This is an optimization exercise on Yosys and OpenROAD, whose aim is small area, not a production implementation. In this exercise RTL edits were held to simulation tests only and were not proved equivalent to the original. No activity file was given, so power comes from the tool's default toggle rates.

==> flow/design.v <==
module ev1527_classifier #(
    parameter TICK_W       = 16,
    parameter VALID_MIN    = 450,
    parameter VALID_MAX    = 8500,
    parameter RATIO_MIN    = 25,
    parameter RATIO_MAX    = 40,
    parameter PRE_HIGH_MIN = 480,
    parameter PRE_HIGH_MAX = 800
) (
    input  wire [TICK_W-1:0] low_i,
    input  wire [TICK_W-1:0] high_i,
    input  wire              preamble_found_i,
    output reg  [1:0]        verdict_o,
    output wire              bit_o
);
    localparam [1:0] V_MISS     = 2'd0;
    localparam [1:0] V_PREAMBLE = 2'd1;
    localparam [1:0] V_INVALID  = 2'd2;
    localparam [1:0] V_BIT      = 2'd3;
    localparam PW = TICK_W + 6;
    wire [PW-1:0] low_w  = {{6{1'b0}}, low_i};
    wire [PW-1:0] high_w = {{6{1'b0}}, high_i};
    wire valid_range = (low_w  >= VALID_MIN) && (low_w  <= VALID_MAX) &&
                       (high_w >= VALID_MIN) && (high_w <= VALID_MAX);
    wire [PW-1:0] high_x2 = high_w * 2;
    wire [PW-1:0] low_x3  = low_w * 3;
    assign bit_o = (high_x2 >= low_x3);
    wire [PW-1:0] high_rmin = high_w * RATIO_MIN;
    wire [PW-1:0] high_rmax = high_w * RATIO_MAX;
    wire is_preamble = (high_w >= PRE_HIGH_MIN) && (high_w <= PRE_HIGH_MAX) &&
                       (high_rmin <= low_w) && (low_w <= high_rmax);
    always @(*) begin
        if (!preamble_found_i)
            verdict_o = is_preamble ? V_PREAMBLE : V_MISS;
        else
            verdict_o = valid_range ? V_BIT : V_INVALID;
    end
endmodule
module ev1527_decoder #(
    parameter TICK_W       = 16,
    parameter VALID_MIN    = 450,
    parameter VALID_MAX    = 8500,
    parameter RATIO_MIN    = 25,
    parameter RATIO_MAX    = 40,
    parameter PRE_HIGH_MIN = 480,
    parameter PRE_HIGH_MAX = 800
) (
    input  wire        clk,
    input  wire        rst,         
    input  wire        line_i,      
    input  wire        tick_i,      
    input  wire        rearm_i,     
    input  wire        disable_i,   
    input  wire        clrdet_i,    
    output wire [19:0] address_o,
    output wire [3:0]  key_o,
    output wire        detected_o,
    output wire        enabled_o
);
    localparam [1:0] AWAIT_FIRST   = 2'd0;
    localparam [1:0] AWAIT_FALLING = 2'd1;
    localparam [1:0] AWAIT_RISING  = 2'd2;
    localparam [1:0] V_MISS     = 2'd0;
    localparam [1:0] V_PREAMBLE = 2'd1;
    localparam [1:0] V_INVALID  = 2'd2;
    localparam [1:0] V_BIT      = 2'd3;
    localparam [TICK_W-1:0] COUNT_MAX = {TICK_W{1'b1}};
    reg              line_q;
    reg              enabled;
    reg              armed_rising;
    reg [TICK_W-1:0] count;
    reg [1:0]        phase;
    reg              preamble_found;
    reg [4:0]        bit_index;
    reg [23:0]       accumulator;
    reg [TICK_W-1:0] hi_latch;
    reg [19:0]       address;
    reg [3:0]        key;
    reg              detected;
    wire rise_edge = line_i & ~line_q;
    wire fall_edge = ~line_i & line_q;
    wire edge_hit  = armed_rising ? rise_edge : fall_edge;
    wire notify    = enabled & edge_hit & ~rearm_i & ~disable_i;
    wire [1:0] verdict;
    wire       bit_value;
    ev1527_classifier #(
        .TICK_W      (TICK_W),
        .VALID_MIN   (VALID_MIN),
        .VALID_MAX   (VALID_MAX),
        .RATIO_MIN   (RATIO_MIN),
        .RATIO_MAX   (RATIO_MAX),
        .PRE_HIGH_MIN(PRE_HIGH_MIN),
        .PRE_HIGH_MAX(PRE_HIGH_MAX)
    ) u_classifier (
        .low_i           (count),
        .high_i          (hi_latch),
        .preamble_found_i(preamble_found),
        .verdict_o       (verdict),
        .bit_o           (bit_value)
    );
    wire [23:0] acc_with_bit = accumulator | ({23'd0, bit_value} << (5'd23 - bit_index));
    wire        last_bit     = (bit_index == 5'd23);
    always @(posedge clk) begin
        line_q <= line_i;
        if (rst) begin
            enabled        <= 1'b0;
            armed_rising   <= 1'b1;
            count          <= {TICK_W{1'b0}};
            phase          <= AWAIT_FIRST;
            preamble_found <= 1'b0;
            bit_index      <= 5'd0;
            accumulator    <= 24'd0;
            hi_latch       <= {TICK_W{1'b0}};
            address        <= 20'd0;
            key            <= 4'd0;
            detected       <= 1'b0;
        end else begin
            if (enabled && tick_i && count != COUNT_MAX)
                count <= count + 1'b1;
            if (clrdet_i)
                detected <= 1'b0;
            if (disable_i) begin
                enabled        <= 1'b0;
                phase          <= AWAIT_FIRST;
                preamble_found <= 1'b0;
                bit_index      <= 5'd0;
                accumulator    <= 24'd0;
                hi_latch       <= {TICK_W{1'b0}};
            end else if (rearm_i) begin
                enabled        <= 1'b1;
                armed_rising   <= 1'b1;
                phase          <= AWAIT_FIRST;
                preamble_found <= 1'b0;
                bit_index      <= 5'd0;
                accumulator    <= 24'd0;
                hi_latch       <= {TICK_W{1'b0}};
            end else if (notify) begin
                case (phase)
                    AWAIT_FIRST: begin
                        hi_latch     <= {TICK_W{1'b0}};
                        count        <= {TICK_W{1'b0}};
                        phase        <= AWAIT_FALLING;
                        armed_rising <= 1'b0;
                    end
                    AWAIT_FALLING: begin
                        hi_latch     <= count;
                        count        <= {TICK_W{1'b0}};
                        phase        <= AWAIT_RISING;
                        armed_rising <= 1'b1;
                    end
                    default: begin  
                        case (verdict)
                            V_MISS: begin
                                count        <= {TICK_W{1'b0}};
                                phase        <= AWAIT_FALLING;
                                armed_rising <= 1'b0;
                            end
                            V_PREAMBLE: begin
                                preamble_found <= 1'b1;
                                bit_index      <= 5'd0;
                                accumulator    <= 24'd0;
                                count          <= {TICK_W{1'b0}};
                                phase          <= AWAIT_FALLING;
                                armed_rising   <= 1'b0;
                            end
                            V_INVALID: begin
                                preamble_found <= 1'b0;
                                bit_index      <= 5'd0;
                                accumulator    <= 24'd0;
                                hi_latch       <= {TICK_W{1'b0}};
                                count          <= {TICK_W{1'b0}};
                                phase          <= AWAIT_RISING;
                                armed_rising   <= 1'b1;
                            end
                            default: begin  
                                if (!last_bit) begin
                                    accumulator  <= acc_with_bit;
                                    bit_index    <= bit_index + 5'd1;
                                    count        <= {TICK_W{1'b0}};
                                    phase        <= AWAIT_FALLING;
                                    armed_rising <= 1'b0;
                                end else begin
                                    address        <= acc_with_bit[23:4];
                                    key            <= acc_with_bit[3:0];
                                    detected       <= 1'b1;
                                    preamble_found <= 1'b0;
                                    phase          <= AWAIT_FIRST;
                                    bit_index      <= 5'd0;
                                    accumulator    <= 24'd0;
                                    hi_latch       <= {TICK_W{1'b0}};
                                    enabled        <= 1'b0;
                                end
                            end
                        endcase
                    end
                endcase
            end
        end
    end
    assign address_o  = address;
    assign key_o      = key;
    assign detected_o = detected;
    assign enabled_o  = enabled;
endmodule
==> flow/run.sh <==
#!/bin/bash
# synth_recipe.tcl (not shown) runs the flow's synth.tcl, then flattens the netlist and writes it again
# the make line also repeats each setting of config.mk as NAME=value (left out here)
make -C /OpenROAD-flow-scripts/flow DESIGN_CONFIG=/design/flow/config.mk WORK_HOME=/design/flow/orfs CLKGATE_MAP_FILE= SYNTH_SCRIPT=/design/flow/synth_recipe.tcl finish
==> flow/config.mk <==
export PLATFORM = sky130hd
export DESIGN_NAME = ev1527_decoder
export DESIGN_NICKNAME = ev1527_decoder
export VERILOG_FILES = /design/flow/design.v
export SDC_FILE = /design/flow/constraint.sdc
export NUM_CORES = 4
export LEC_CHECK = 0
export CAP_MARGIN = 20
export CORE_MARGIN = 2
export CORE_UTILIZATION = 40
export SLEW_MARGIN = 20
==> flow/constraint.sdc <==
create_clock -name core_clock -period 6.0 [get_ports {clk}]
set_input_delay 1.2000 -clock core_clock [delete_from_list [all_inputs] [get_ports {clk}]]
set_output_delay 1.2000 -clock core_clock [all_outputs]
set_load 0.01 [all_outputs]
==> metrics.csv <==
stage,metric,value,unit
routing,Vias/cell,5.31,
layout,Area Growth Syn to Fin,11.4,%
grt,vias in the first global route,6713,
grt,largest net degree at the start of global routing,37,
grt,GRT met3 Usage,2.70,%
layout,Nets,1262,
grt,Total GRT Usage,19.5,%
routing,total number of vias,7099,
sta,Max Freq,0.181,GHz
clocking,Clock Tree Buf Depth,2,
synthesis,cell count after synthesis,1028,
synthesis,Syn Nets,1232,
clocking,# resized after CTS,0,
power,Lkg Pwr,0.00427,uW
floorplanning,die width,150,um
grt,met2 Resource Use GR,33.9,%
setup_path,CP top delay family,compound AO/OA/AOI/OAI gates,
synthesis,"FFs w/ async S/R, synth",0,%
clocking,CTS buffer count,9,
power,Peak VDD IR,0.119,mV
synthesis,Yosys cell types,67,
flow_run,max cap viols,0,
synthesis,Post-synth EDFFs,0,
layout,ANT cells,0,
placement,port buffer count,32,
layout,fin area,9520,sq um
clocking,clk slew on worst S/H paths,0.07,ns
synthesis,Synth Area per Inst,8.31,sq um
sta,Slew HR,35.0,%
routing,WL/cell,15.7,um
clocking,root buffer cell,clkbuf_16,
synthesis,Post-synth top flop,dfxtp_1,
setup_path,Critical Path Most Common Cell,ha_1,
sta,fin. max-slew vios,0,
sta,Final Hold Fails,0,
grt,total gr overflow,0,
setup_path,max incr delay on CP,0.49,ns
clocking,CTS Hold Bufs,0,
routing,DRC viols,0,
power,Pwr Density,128,nW/um^2
setup_path,Worst Path Required,6.29,ns
routing,Routed Antenna Nets,0,
routing,Detailed Route WL,21.0,mm
sta,Final period util,92.0,%
setup_path,critical-path cell list,inv_1 -> ha_1 -> ha_1 -> inv_1 -> fa_1 -> inv_1 -> ha_1 -> nor2b_1 -> a31o_1 -> o311a_1 -> nand2_1 -> nand2_1 -> xor2_1 -> ha_1 -> a211oi_1 -> nand3_1 -> o31a_1 -> a2111oi_2 -> a32o_1 -> buf_4 -> a31oi_1 -> nor2_1,
clocking,Clock Latency Late Sink,0.36,ns
setup_path,CP Data Arrival Time,5.82,ns
floorplanning,io pins,33,
synthesis,yosys warns,2,
sta,Final setup viols,0,
clocking,CTS tree,done,
clocking,clk sinks,92,
setup_path,critical path buffer and inverter count,4,
grt,M1 GR Usage,25.3,%
worst_hold_path,worst hold path class,reg2reg,
floorplanning,die height,150,um
placement,placed cell areas,9200,sq um
setup_path,CP max-delay cell,fa_1,
routing,total iterations of the first detailed-routing run,5,
setup_path,CP max FO,12,
synthesis,sequential share of the synthesized area,21.6,%
synthesis,Post-Syn Area,8540,sq um
floorplanning,Core Region,21000,sq um
floorplanning,Die ar.,22500,sq um
sta,Worst-Margin Slew,0.963,ns
placement,Final Wtd Congestion,0.887,
sta,fin crit period,5.52,ns
setup_path,CP Class,reg2reg,
floorplanning,initial core utilization,40.6,%
setup_path,Worst Setup End Kind,flop,
outcome,status,timing/DRC/antenna clean,
grt,first-pass GRT wire length,34.8,mm
clocking,H-tree depth,3,
sta,setup tns final,0,ns
routing,initial DRC count,379,
clocking,setup repair bufs after CTS,0,
synthesis,Yosys reg bits,92,
sta,RSZ-0062 raised after global routing,false,
floorplanning,Rows,53,
layout,share of cells above drive strength 1,3.95,%
setup_path,Setup crit start kind,flop,
grt,initial antenna violation count,0,
grt,gr busiest metal,met2,
placement,post-DP HPWL,16.9,mm
sta,Worst Clk Skew,0.00817,ns
## cells in the mapped netlist (all sizes together) (13+ instances only)
library cell	number	share of area (%)
ha	184	27
nor2	124	5.4
dfxtp	92	22
inv	91	4.0
a21oi	70	4.1
nand2	47	2.1
xnor2	39	4.0
o21ai	36	2.1
a31oi	33	2.4
nand3	33	1.9
clkbuf	23	1.0
nand2b	23	1.7
nor3	22	1.3
a211oi	20	1.8
a21o	20	1.8
nor2b	16	1.2
nand4	15	1.1
fa	13	3.0
## registers in the layout, summed over array words and instances, names as in the netlist, 2 cells and up
register	count
phase	2
count	16
hi_latch	16
accumulator	24
bit_index	5
address	20
key	4
## worst paths after layout
kind,cells past startpoint,end,from,slack (ns)
setup / recovery,22,accumulator[18]$_SDFFE_PP0P_,hi_latch[5]$_SDFFE_PP0P_,0.48
hold / removal,2,accumulator[17]$_SDFFE_PP0P_,accumulator[17]$_SDFFE_PP0P_,0.47
setup reg to reg,22,accumulator[18]$_SDFFE_PP0P_,hi_latch[5]$_SDFFE_PP0P_,0.48
hold reg to reg,2,accumulator[17]$_SDFFE_PP0P_,accumulator[17]$_SDFFE_PP0P_,0.47
## metrics by stage
| step | instances | total power [uW] | hold slack, ns | utilization [%] | setup slack (ns) |
|---|---|---|---|---|---|
| 2_1_floorplan | 1028 | 644 | 0.432 | - | 0.996 |
| 3_3_place_gp | 1322 | 656 | 0.437 | 43.8 | 0.572 |
| 3_5_place_dp | 1322 | 656 | 0.458 | 43.8 | 0.519 |
| 4_1_cts | 1338 | 1230 | 0.472 | 45.2 | 0.474 |
| 5_1_grt | 1338 | 1260 | 0.491 | 45.3 | 0.0833 |
| 6_report | 1338 | 1220 | 0.471 | 45.3 | 0.479 |
## routing by layer
| layer | wire [um] | share of wire [%] |
|---|---|---|
| met1 | 10000 | 48 |
| met3 | 516 | 2.5 |
| met2 | 10100 | 48 |
| met4 | 355 | 1.7 |
| met5 | 0 | 0 |
## logic make-up (layout without fill, tap and decap cells)
logic type | after synthesis | after routing | share of synthesized area, %
AND/OR/NAND/NOR | 321 | 321 | 18.4
AO/OA/AOI/OAI | 237 | 237 | 18.2
adder cells (fa/ha/maj) | 197 | 197 | 30.0
buffers and inverters | 122 | 157 | 5.62
flip-flops | 92 | 92 | 21.6
XOR/XNOR | 51 | 51 | 5.23
multiplexers | 8 | 8 | 1.03
## placed cells by master, fill, tap and decap left out, types with 15 or more instances in the layout
| cell | n |
|---|---|
| clkdlybuf4s50_1 | 32 |
| buf_4 | 16 |
| a21oi_1 | 69 |
| nor2b_1 | 16 |
| nand3_1 | 33 |
| ha_1 | 184 |
| dfxtp_1 | 92 |
| nand2_1 | 47 |
| nor3_1 | 21 |
| a211oi_1 | 20 |
| a21o_1 | 19 |
| inv_1 | 91 |
| nand4_1 | 15 |
| a31oi_1 | 33 |
| nor2_1 | 124 |
| o21ai_0 | 23 |
| nand2b_1 | 23 |
| xnor2_1 | 39 |
## final cells by class
type                       count  area (sq um)
fill                        2110         11500
clock inverter                 7          80.1
sequential                    92          1840
timing repair buffer          48           440
tap                          275           344
inverter                      93           349
clock buffer                   9           225
multi-input combinational    814          6240
## power by group
part / switching (uW) / internal [uW]
Combinational: 18.5 / 10.0
Clock: 282 / 296
Sequential: 1.69 / 611
Total: 302 / 917
## worst reg2reg max path: cells and delay by family (launching register included)
| family | cells | cell delay (ns) |
|---|---|---|
| flops | 1 | 0.47 |
| simple gates | 5 | 0.53 |
| compound gates | 7 | 2.16 |
| buf+inv | 4 | 0.43 |
| fa+ha+maj | 5 | 1.65 |
| xor+xnor | 1 | 0.20 |

-- afterwards: timing with drivers on the ports --
The results above use ideal ports. As a check the final layout listed here was re-extracted and re-timed, cells and wires unchanged. Step 1 sets driving cells, clkbuf_16 on the clock port and buf_2 on the other inputs (assumed; they add their load-dependent delay and slew). Step 2 moves the port delays by t, midway between the first and last clock arrival at a register: inputs arrive t later, outputs are due t later. That takes back most of the time a late clock gives input paths. a / b / c = no drivers / after step 1 / after step 2; a / b = the first two.
t, ns: 0.397
setup slack, ns: 0.479 / 0.479 / 0.479
worst data-port slew with drivers (ns): 0.03
cell pins on the clock port's net: 1
After both steps this run still meets setup and hold. The setup slack of this run moves by 0.000 ns with the drivers and by 0.000 ns with both steps.
